What follows belongs to an exercise in optimizing a design on an open flow for small area, a short achievable clock period and few clock cycles; a production flow would make more cautious choices. Power is estimated from default activity; no workload was simulated.

==> run C: inputs <==
// gb_mbc_core
module gb_mbc_core (
    input  wire         clk,
    input  wire         rst,
    input  wire         cmd_valid,
    output wire         cmd_ready,
    input  wire [31:0]  cmd_word,
    output wire         res_valid,
    output wire [7:0]   res_status,
    output wire [31:0]  res_value,
    output wire [31:0]  res_aux,
    output wire         res_flag,
    output wire         res_hdr_valid,
    output wire [127:0] res_title,
    output wire [3:0]   res_mbc_type,
    output wire [1:0]   res_warn,
    output wire [15:0]  bus_addr,
    output wire         bus_set,
    output wire         bus_rd,
    output wire         bus_wr,
    output wire         bus_wait,
    output wire [7:0]   bus_wdata,
    input  wire         bus_ack,
    input  wire [7:0]   bus_rdata,
    input  wire         bus_err,
    output wire         out_valid,
    output wire [7:0]   out_data,
    input  wire         out_ready,
    output wire         in_req,
    input  wire         in_ack,
    input  wire [7:0]   in_data,
    input  wire         in_end,
    input  wire         in_fail
);
  ...
clock: 8.0 ns
lec_check: 0
cap_margin: 20
core_margin: 2
core_utilization: 55
cts_buf_list: sky130_fd_sc_hd__clkbuf_4 sky130_fd_sc_hd__clkbuf_8
cts_cluster_diameter: 60
cts_cluster_size: 12
setup_slack_margin: 4.6
slew_margin: 20
standard.sh (not shown) runs the stock make flow with config.mk's settings and CLKGATE_MAP_FILE= SYNTH_SCRIPT=/design/flow/synth_recipe.tcl, a recipe that flattens the netlist after the stock synthesis.
==> flow/flow/run.sh <==
#!/bin/bash
# The standard layout (standard.sh), with one change: the buffers that
# buffer_ports puts on every input and output port are buf_1 cells instead of
# the delay cells it picks by default; timing repair resizes them as needed.
set -euo pipefail
export BUFFER_PORTS_ARGS="-buffer_cell sky130_fd_sc_hd__buf_1"
bash standard.sh > standard.log 2>&1
==> run H (differences from run C) <==
--- a/flow/design.v
+++ b/flow/design.v
@@ -137,15 +137,14 @@
     reg          eos;
     reg  [127:0] title_r;
     reg  [3:0]   h_type;
     reg          h_unrec;
     reg  [3:0]   h_romc;
     reg  [2:0]   h_ramc;
     reg  [3:0]   utf_st;
-    reg          t_utf;          
     reg          h_utfbad;
     reg  [2:0]   ck;
     reg  [1:0]   step;
     reg  [23:0]  cnt;            
     reg  [7:0]   od;             
     reg          ov;
     reg  [7:0]   sk;             
@@ -294,37 +293,36 @@
             8'h03:   d_ramc = 3'd2;
             8'h04:   d_ramc = 3'd4;
             8'h05:   d_ramc = 3'd3;
             default: d_ramc = 3'd0;
         endcase
         if (h_type == 4'd0) d_ramc = 3'd0;
     end
-    wire [7:0] tb8 = title_r[127:120];    
     reg [3:0] utf_next;
     always @(*) begin
         utf_next = U_BAD;
         case (utf_st)
             U_OK: begin
-                if (tb8 < 8'h80)                              utf_next = U_OK;
-                else if (tb8 >= 8'hC2 && tb8 <= 8'hDF)  utf_next = U_N1;
-                else if (tb8 == 8'hE0)                        utf_next = U_E0;
-                else if (tb8 == 8'hED)                        utf_next = U_ED;
-                else if (tb8 >= 8'hE1 && tb8 <= 8'hEF)  utf_next = U_N2;
-                else if (tb8 == 8'hF0)                        utf_next = U_F0;
-                else if (tb8 >= 8'hF1 && tb8 <= 8'hF3)  utf_next = U_N3;
-                else if (tb8 == 8'hF4)                        utf_next = U_F4;
+                if (bus_rdata < 8'h80)                              utf_next = U_OK;
+                else if (bus_rdata >= 8'hC2 && bus_rdata <= 8'hDF)  utf_next = U_N1;
+                else if (bus_rdata == 8'hE0)                        utf_next = U_E0;
+                else if (bus_rdata == 8'hED)                        utf_next = U_ED;
+                else if (bus_rdata >= 8'hE1 && bus_rdata <= 8'hEF)  utf_next = U_N2;
+                else if (bus_rdata == 8'hF0)                        utf_next = U_F0;
+                else if (bus_rdata >= 8'hF1 && bus_rdata <= 8'hF3)  utf_next = U_N3;
+                else if (bus_rdata == 8'hF4)                        utf_next = U_F4;
                 else                                                utf_next = U_BAD;
             end
-            U_N1: utf_next = (tb8[7:6] == 2'b10) ? U_OK : U_BAD;
-            U_N2: utf_next = (tb8[7:6] == 2'b10) ? U_N1 : U_BAD;
-            U_N3: utf_next = (tb8[7:6] == 2'b10) ? U_N2 : U_BAD;
-            U_E0: utf_next = (tb8 >= 8'hA0 && tb8 <= 8'hBF) ? U_N1 : U_BAD;
-            U_ED: utf_next = (tb8 >= 8'h80 && tb8 <= 8'h9F) ? U_N1 : U_BAD;
-            U_F0: utf_next = (tb8 >= 8'h90 && tb8 <= 8'hBF) ? U_N2 : U_BAD;
-            U_F4: utf_next = (tb8 >= 8'h80 && tb8 <= 8'h8F) ? U_N2 : U_BAD;
+            U_N1: utf_next = (bus_rdata[7:6] == 2'b10) ? U_OK : U_BAD;
+            U_N2: utf_next = (bus_rdata[7:6] == 2'b10) ? U_N1 : U_BAD;
+            U_N3: utf_next = (bus_rdata[7:6] == 2'b10) ? U_N2 : U_BAD;
+            U_E0: utf_next = (bus_rdata >= 8'hA0 && bus_rdata <= 8'hBF) ? U_N1 : U_BAD;
+            U_ED: utf_next = (bus_rdata >= 8'h80 && bus_rdata <= 8'h9F) ? U_N1 : U_BAD;
+            U_F0: utf_next = (bus_rdata >= 8'h90 && bus_rdata <= 8'hBF) ? U_N2 : U_BAD;
+            U_F4: utf_next = (bus_rdata >= 8'h80 && bus_rdata <= 8'h8F) ? U_N2 : U_BAD;
             default: utf_next = U_BAD;
         endcase
     end
     reg [2:0] h_fam;
     always @(*) begin
         case (h_type)
             4'd1, 4'd2, 4'd3:   h_fam = FAM_MBC1;
@@ -637,23 +635,23 @@
                     endcase
                 end
                 eos_set  = xeos && (status == ST_OK);
                 flag_val = fpre && (status == ST_OK);
             end
             S_HDR: begin
                 if (ack) begin
-                    hdr_cap  = 1'b1;
-                    title_sh = (hidx >= 7'h34) && (hidx <= 7'h43);
-                    cnt_inc  = (hidx != 7'h4F);
                     if (berr) begin
                         fault = 1'b1;
                     end else begin
+                        hdr_cap  = 1'b1;
+                        title_sh = (hidx >= 7'h34) && (hidx <= 7'h43);
                         if (hidx == 7'h4F) begin
                             nstate = S_HDONE;
                         end else begin
+                            cnt_inc = 1'b1;
                             a_ld    = 1'b1;
                             a_sel   = A_HINC;
                             iss_set = 1'b1;
                             iss_rd  = 1'b1;
                         end
                     end
                 end
@@ -801,20 +799,20 @@
                     iss_set = room;
                     iss_rd  = room;
                 end
             end
             S_RRD: begin
                 if (rd_r) begin
                     if (ack) begin
-                        cur_inc = 1'b1;
-                        imm_dec = 1'b1;
                         if (berr) begin
                             fault = 1'b1;
                         end else begin
+                            cur_inc = 1'b1;
                             cnt_inc = 1'b1;
+                            imm_dec = 1'b1;
                             if (rr_last) begin
                                 nstate   = S_DRAIN;
                             end else if (rr_bnd) begin
                                 nstate = S_RCHK;
                             end else begin
                                 a_ld    = 1'b1;
                                 a_sel   = A_ROMI;
@@ -1045,17 +1043,18 @@
         end else if (wd_cw)
             sk <= cw_data;
         else if (wd_imm)
             sk <= imm_r[7:0];
         else if (wd_in && iack && !ifail_now)
             sk <= in_end ? 8'hFF : in_data;
         if (state == S_CHK) utf_st <= U_OK;
-        t_utf <= title_sh;
-        if (title_sh) title_r <= {bus_rdata, title_r[127:8]};
-        if (t_utf) utf_st <= utf_next;
+        if (title_sh) begin
+            title_r <= {bus_rdata, title_r[127:8]};
+            utf_st  <= utf_next;
+        end
         if (hdr_cap && hidx == 7'h47) begin
             h_type  <= d_type;
             h_unrec <= d_unrec;
         end
         if (hdr_cap && hidx == 7'h48) h_romc <= (bus_rdata <= 8'h08) ? bus_rdata[3:0] : 4'hF;
         if (hdr_cap && hidx == 7'h49) h_ramc <= d_ramc;
         if (hdr_done) h_utfbad <= (utf_st != U_OK);
Settings changed: CORE_UTILIZATION 55 to 40, SETUP_SLACK_MARGIN 4.6 to 4.5.
==> run M (differences from run C) <==
--- a/flow/design.v
+++ b/flow/design.v
@@ -82,23 +82,21 @@
     localparam [4:0] S_RCHK  = 5'd11;   
     localparam [4:0] S_RRD   = 5'd12;   
     localparam [4:0] S_DRAIN = 5'd13;   
     localparam [4:0] S_FRD   = 5'd14;   
     localparam [4:0] S_BANK  = 5'd15;   
     localparam [4:0] S_DRD   = 5'd16;   
     localparam [4:0] S_TIN   = 5'd17;   
-    localparam [3:0] A_HDR0 = 4'd0;     
-    localparam [3:0] A_HINC = 4'd1;     
-    localparam [3:0] A_CW   = 4'd2;     
-    localparam [3:0] A_IMM  = 4'd3;     
-    localparam [3:0] A_FIX  = 4'd4;     
-    localparam [3:0] A_ROM  = 4'd5;     
-    localparam [3:0] A_RAM  = 4'd6;     
-    localparam [3:0] A_ROMI = 4'd7;     
-    localparam [3:0] A_RAMI = 4'd8;     
+    localparam [2:0] A_HDR0 = 3'd0;     
+    localparam [2:0] A_HINC = 3'd1;     
+    localparam [2:0] A_CW   = 3'd2;     
+    localparam [2:0] A_IMM  = 3'd3;     
+    localparam [2:0] A_FIX  = 3'd4;     
+    localparam [2:0] A_ROM  = 3'd5;     
+    localparam [2:0] A_RAM  = 3'd6;     
     localparam [2:0] V_ZERO = 3'd0;
     localparam [2:0] V_CUR  = 3'd1;     
     localparam [2:0] V_RSZ  = 3'd2;     
     localparam [2:0] V_XL   = 3'd3;     
     localparam [2:0] V_BYTE = 3'd4;     
     localparam [3:0] U_OK  = 4'd0;
     localparam [3:0] U_N1  = 4'd1;
@@ -137,15 +135,14 @@
     reg          eos;
     reg  [127:0] title_r;
     reg  [3:0]   h_type;
     reg          h_unrec;
     reg  [3:0]   h_romc;
     reg  [2:0]   h_ramc;
     reg  [3:0]   utf_st;
-    reg          t_utf;          
     reg          h_utfbad;
     reg  [2:0]   ck;
     reg  [1:0]   step;
     reg  [23:0]  cnt;            
     reg  [7:0]   od;             
     reg          ov;
     reg  [7:0]   sk;             
@@ -294,52 +291,51 @@
             8'h03:   d_ramc = 3'd2;
             8'h04:   d_ramc = 3'd4;
             8'h05:   d_ramc = 3'd3;
             default: d_ramc = 3'd0;
         endcase
         if (h_type == 4'd0) d_ramc = 3'd0;
     end
-    wire [7:0] tb8 = title_r[127:120];    
     reg [3:0] utf_next;
     always @(*) begin
         utf_next = U_BAD;
         case (utf_st)
             U_OK: begin
-                if (tb8 < 8'h80)                              utf_next = U_OK;
-                else if (tb8 >= 8'hC2 && tb8 <= 8'hDF)  utf_next = U_N1;
-                else if (tb8 == 8'hE0)                        utf_next = U_E0;
-                else if (tb8 == 8'hED)                        utf_next = U_ED;
-                else if (tb8 >= 8'hE1 && tb8 <= 8'hEF)  utf_next = U_N2;
-                else if (tb8 == 8'hF0)                        utf_next = U_F0;
-                else if (tb8 >= 8'hF1 && tb8 <= 8'hF3)  utf_next = U_N3;
-                else if (tb8 == 8'hF4)                        utf_next = U_F4;
+                if (bus_rdata < 8'h80)                              utf_next = U_OK;
+                else if (bus_rdata >= 8'hC2 && bus_rdata <= 8'hDF)  utf_next = U_N1;
+                else if (bus_rdata == 8'hE0)                        utf_next = U_E0;
+                else if (bus_rdata == 8'hED)                        utf_next = U_ED;
+                else if (bus_rdata >= 8'hE1 && bus_rdata <= 8'hEF)  utf_next = U_N2;
+                else if (bus_rdata == 8'hF0)                        utf_next = U_F0;
+                else if (bus_rdata >= 8'hF1 && bus_rdata <= 8'hF3)  utf_next = U_N3;
+                else if (bus_rdata == 8'hF4)                        utf_next = U_F4;
                 else                                                utf_next = U_BAD;
             end
-            U_N1: utf_next = (tb8[7:6] == 2'b10) ? U_OK : U_BAD;
-            U_N2: utf_next = (tb8[7:6] == 2'b10) ? U_N1 : U_BAD;
-            U_N3: utf_next = (tb8[7:6] == 2'b10) ? U_N2 : U_BAD;
-            U_E0: utf_next = (tb8 >= 8'hA0 && tb8 <= 8'hBF) ? U_N1 : U_BAD;
-            U_ED: utf_next = (tb8 >= 8'h80 && tb8 <= 8'h9F) ? U_N1 : U_BAD;
-            U_F0: utf_next = (tb8 >= 8'h90 && tb8 <= 8'hBF) ? U_N2 : U_BAD;
-            U_F4: utf_next = (tb8 >= 8'h80 && tb8 <= 8'h8F) ? U_N2 : U_BAD;
+            U_N1: utf_next = (bus_rdata[7:6] == 2'b10) ? U_OK : U_BAD;
+            U_N2: utf_next = (bus_rdata[7:6] == 2'b10) ? U_N1 : U_BAD;
+            U_N3: utf_next = (bus_rdata[7:6] == 2'b10) ? U_N2 : U_BAD;
+            U_E0: utf_next = (bus_rdata >= 8'hA0 && bus_rdata <= 8'hBF) ? U_N1 : U_BAD;
+            U_ED: utf_next = (bus_rdata >= 8'h80 && bus_rdata <= 8'h9F) ? U_N1 : U_BAD;
+            U_F0: utf_next = (bus_rdata >= 8'h90 && bus_rdata <= 8'hBF) ? U_N2 : U_BAD;
+            U_F4: utf_next = (bus_rdata >= 8'h80 && bus_rdata <= 8'h8F) ? U_N2 : U_BAD;
             default: utf_next = U_BAD;
         endcase
     end
     reg [2:0] h_fam;
     always @(*) begin
         case (h_type)
             4'd1, 4'd2, 4'd3:   h_fam = FAM_MBC1;
             4'd4, 4'd5:         h_fam = FAM_MBC2;
             4'd6, 4'd7, 4'd8:   h_fam = FAM_MBC3;
             4'd9, 4'd10, 4'd11: h_fam = FAM_MBC5;
             default:            h_fam = FAM_ROMONLY;
         endcase
     end
     wire [6:0] hidx = cnt[6:0];    
-    wire [8:0] cw_rom_n = op_rr ? rd_rom_n[8:0] : imm_r[8:0];    
+    wire [8:0] cw_rom_n = op_rr ? rd_rom_n[8:0] : sel_rom_n[8:0];
     wire [3:0] cw_ram_n = (op == OP_SELECT_RAM_BANK) ? imm_r[3:0] : cnt[16:13];
     reg  [1:0] cw_len;
     reg  [7:0] cw_ahi;           
     reg  [7:0] cw_data;
     always @(*) begin
         cw_len  = 2'd0;
         cw_ahi  = 8'h00;
@@ -460,20 +456,20 @@
             endcase
         end
     end
     reg  [4:0] nstate;
     reg        go_res;           
     reg        iss_set, iss_rd, iss_wr, iss_wt, iss_in;
     reg        a_ld;
-    reg  [3:0] a_sel;
+    reg  [2:0] a_sel;
     reg        wd_cw, wd_imm, wd_in;
     reg        cnt_clr, cnt_inc, cnt_ld;
     reg  [2:0] v_sel;
     reg        cur_inc;
-    reg        imm_dec, imm_zero, imm_sel, aux_st, aux_xl, aux_hdr;
+    reg        imm_dec, imm_zero, aux_st, aux_xl, aux_hdr;
     reg        st_ld;
     reg  [3:0] st_val;
     reg        fault;
     reg        flag_ld;
     reg        flag_val;
     reg        hdr_done;
     reg        ck_ld;
@@ -500,15 +496,14 @@
         cnt_clr    = 1'b0;
         cnt_inc    = 1'b0;
         cnt_ld     = 1'b0;
         v_sel      = V_ZERO;
         cur_inc    = 1'b0;
         imm_dec    = 1'b0;
         imm_zero   = 1'b0;
-        imm_sel    = 1'b0;
         aux_st     = 1'b0;
         aux_xl     = 1'b0;
         aux_hdr    = 1'b0;
         st_ld      = 1'b0;
         st_val     = ST_OK;
         fault      = 1'b0;
         flag_ld    = 1'b0;
@@ -555,15 +550,14 @@
                             nstate = S_CW;
                             ck_ld  = 1'b1;
                             ck_val = (op == OP_ENABLE_RAM) ? CK_EN : CK_DIS;
                         end
                         OP_SELECT_ROM_BANK: begin
                             go_res   = 1'b0;
                             imm_zero = 1'b0;
-                            imm_sel  = 1'b1;
                             nstate   = S_CW;
                             ck_ld    = 1'b1;
                             ck_val   = CK_ROMSEL;
                         end
                         OP_SELECT_RAM_BANK: begin
                             go_res   = 1'b0;
                             imm_zero = 1'b0;
@@ -637,23 +631,23 @@
                     endcase
                 end
                 eos_set  = xeos && (status == ST_OK);
                 flag_val = fpre && (status == ST_OK);
             end
             S_HDR: begin
                 if (ack) begin
-                    hdr_cap  = 1'b1;
-                    title_sh = (hidx >= 7'h34) && (hidx <= 7'h43);
-                    cnt_inc  = (hidx != 7'h4F);
                     if (berr) begin
                         fault = 1'b1;
                     end else begin
+                        hdr_cap  = 1'b1;
+                        title_sh = (hidx >= 7'h34) && (hidx <= 7'h43);
                         if (hidx == 7'h4F) begin
                             nstate = S_HDONE;
                         end else begin
+                            cnt_inc = 1'b1;
                             a_ld    = 1'b1;
                             a_sel   = A_HINC;
                             iss_set = 1'b1;
                             iss_rd  = 1'b1;
                         end
                     end
                 end
@@ -770,15 +764,15 @@
                         end else if (ifail || ifail_now) begin
                             st_ld  = 1'b1;
                             st_val = ST_FILEIO;
                             go_res = 1'b1;
                         end else begin
                             nstate  = S_W1;
                             a_ld    = 1'b1;
-                            a_sel   = A_RAMI;
+                            a_sel   = A_RAM;
                             iss_set = 1'b1;
                             iss_wt  = 1'b1;
                         end
                     end
                 end
             end
             S_RCHK: begin
@@ -801,27 +795,27 @@
                     iss_set = room;
                     iss_rd  = room;
                 end
             end
             S_RRD: begin
                 if (rd_r) begin
                     if (ack) begin
-                        cur_inc = 1'b1;
-                        imm_dec = 1'b1;
                         if (berr) begin
                             fault = 1'b1;
                         end else begin
+                            cur_inc = 1'b1;
                             cnt_inc = 1'b1;
+                            imm_dec = 1'b1;
                             if (rr_last) begin
                                 nstate   = S_DRAIN;
                             end else if (rr_bnd) begin
                                 nstate = S_RCHK;
                             end else begin
                                 a_ld    = 1'b1;
-                                a_sel   = A_ROMI;
+                                a_sel   = A_ROM;
                                 iss_set = room;
                                 iss_rd  = room;
                             end
                         end
                     end
                 end else begin
                     iss_set = room;
@@ -871,15 +865,15 @@
                             fault = 1'b1;
                         end else begin
                             cnt_inc = 1'b1;
                             if (x_last) begin
                                 nstate = S_BANK;
                             end else begin
                                 a_ld    = 1'b1;
-                                a_sel   = A_RAMI;
+                                a_sel   = A_RAM;
                                 iss_set = room;
                                 iss_rd  = room;
                             end
                         end
                     end
                 end else begin
                     iss_set = room;
@@ -909,30 +903,26 @@
         if (fault) begin
             st_ld    = 1'b1;
             st_val   = ST_BUSERR;
             nstate   = S_DRAIN;
         end
         if (go_res) nstate = S_RES;
     end
-    wire [23:0] cursor_i = cursor + 24'd1;
-    wire [23:0] cnt_i    = cnt + 24'd1;
-    wire [23:0] cursor_d = cur_inc ? cursor_i : cursor;
-    wire [23:0] cnt_d    = cnt_inc ? cnt_i : cnt;
+    wire [23:0] cursor_d = cur_inc ? cursor + 24'd1 : cursor;
+    wire [23:0] cnt_d    = cnt_inc ? cnt + 24'd1 : cnt;
     reg [15:0] a_val;
     always @(*) begin
         case (a_sel)
             A_HDR0:  a_val = 16'h0100;
-            A_HINC:  a_val = {9'h002, cnt_i[6:0]};
+            A_HINC:  a_val = {9'h002, cnt_d[6:0]};
             A_CW:    a_val = {cw_ahi, 8'h00};
             A_IMM:   a_val = imm_r[15:0];
             A_FIX:   a_val = 16'h0134;
-            A_ROM:   a_val = {1'b0, (cursor[23:14] != 10'd0), cursor[13:0]};
-            A_ROMI:  a_val = {a_r[15:14], cursor_i[13:0]};
-            A_RAM:   a_val = {3'b101, cnt[12:0]};
-            default: a_val = {3'b101, cnt_i[12:0]};
+            A_ROM:   a_val = {1'b0, (cursor_d[23:14] != 10'd0), cursor_d[13:0]};
+            default: a_val = {3'b101, cnt_d[12:0]};
         endcase
     end
     wire [3:0]  rsz_code = (state == S_HDONE) ? h_romc : s_romc;
     reg  [23:0] v_val;
     always @(*) begin
         case (v_sel)
             V_CUR:   v_val = cursor;
@@ -988,16 +978,14 @@
         end
         if (state == S_IDLE)
             imm_r <= cmd_word[23:0];
         else if (imm_zero)
             imm_r[17:0] <= 18'd0;
         else if (imm_dec)
             imm_r <= imm_r - 24'd1;
-        else if (imm_sel)
-            imm_r[15:0] <= sel_rom_n;
         else if (aux_st)
             imm_r[17:0] <= {9'd0, rom_bank};
         else if (aux_xl) begin
             if (op[4])
                 imm_r[17:13] <= 5'b00101;
             else
                 imm_r[17:14] <= {3'b000, (imm_r[23:14] != 10'd0)};
@@ -1045,17 +1033,18 @@
         end else if (wd_cw)
             sk <= cw_data;
         else if (wd_imm)
             sk <= imm_r[7:0];
         else if (wd_in && iack && !ifail_now)
             sk <= in_end ? 8'hFF : in_data;
         if (state == S_CHK) utf_st <= U_OK;
-        t_utf <= title_sh;
-        if (title_sh) title_r <= {bus_rdata, title_r[127:8]};
-        if (t_utf) utf_st <= utf_next;
+        if (title_sh) begin
+            title_r <= {bus_rdata, title_r[127:8]};
+            utf_st  <= utf_next;
+        end
         if (hdr_cap && hidx == 7'h47) begin
             h_type  <= d_type;
             h_unrec <= d_unrec;
         end
         if (hdr_cap && hidx == 7'h48) h_romc <= (bus_rdata <= 8'h08) ? bus_rdata[3:0] : 4'hF;
         if (hdr_cap && hidx == 7'h49) h_ramc <= d_ramc;
         if (hdr_done) h_utfbad <= (utf_st != U_OK);
Settings changed: CORE_UTILIZATION 55 to 40, SETUP_SLACK_MARGIN 4.6 to 4.5.
==> summary of the runs <==
Clock skew: run M is lower than run C (13 ps). Power: run C > run H > run M. In run H the first-iteration DRC count is larger than in run M, by about 7.5%. Sequential power: run M < run C < run H. Wire length, lowest first: run C, run M, run H. Register-to-register slack, highest first: run C, run H, run M. Run H completed with no timing, DRC or antenna violations. Run M completed with no timing, DRC or antenna violations. Run C completed with no timing, DRC or antenna violations.
Function was not checked in any run of this note: the RTL went through the layout flow alone.

==> re-timing with driven ports <==
No port has a modelled driver above. Below, the same layouts with a new extraction and two added sets of constraints.
Step 1, drivers: a clkbuf_16 drives clk and a buf_2 each remaining input, both assumed.
Step 2 adds t to the input delays and takes it off the output delays; t is the mean of the earliest and latest rising clock arrival at the registers after step 1. Input paths then give back, and output paths get back, about the clock's delay inside the block.
Slacks: no drivers / after step 1 / after step 2; pairs: no drivers / after step 1.
run	t (ns)	setup WS [ns]	worst data-port slew with drivers (ns)
run C	0.615	4.541 / 4.525 / 3.911	0.07
run H	0.667	4.526 / 4.526 / 3.899	0.06
run M	0.683	4.459 / 4.493 / 3.809	0.07
After both steps setup and hold are still met in every run listed. For run M, which loses most, drivers alone change the setup slack by +0.034 ns; drivers and shift together by -0.650 ns.
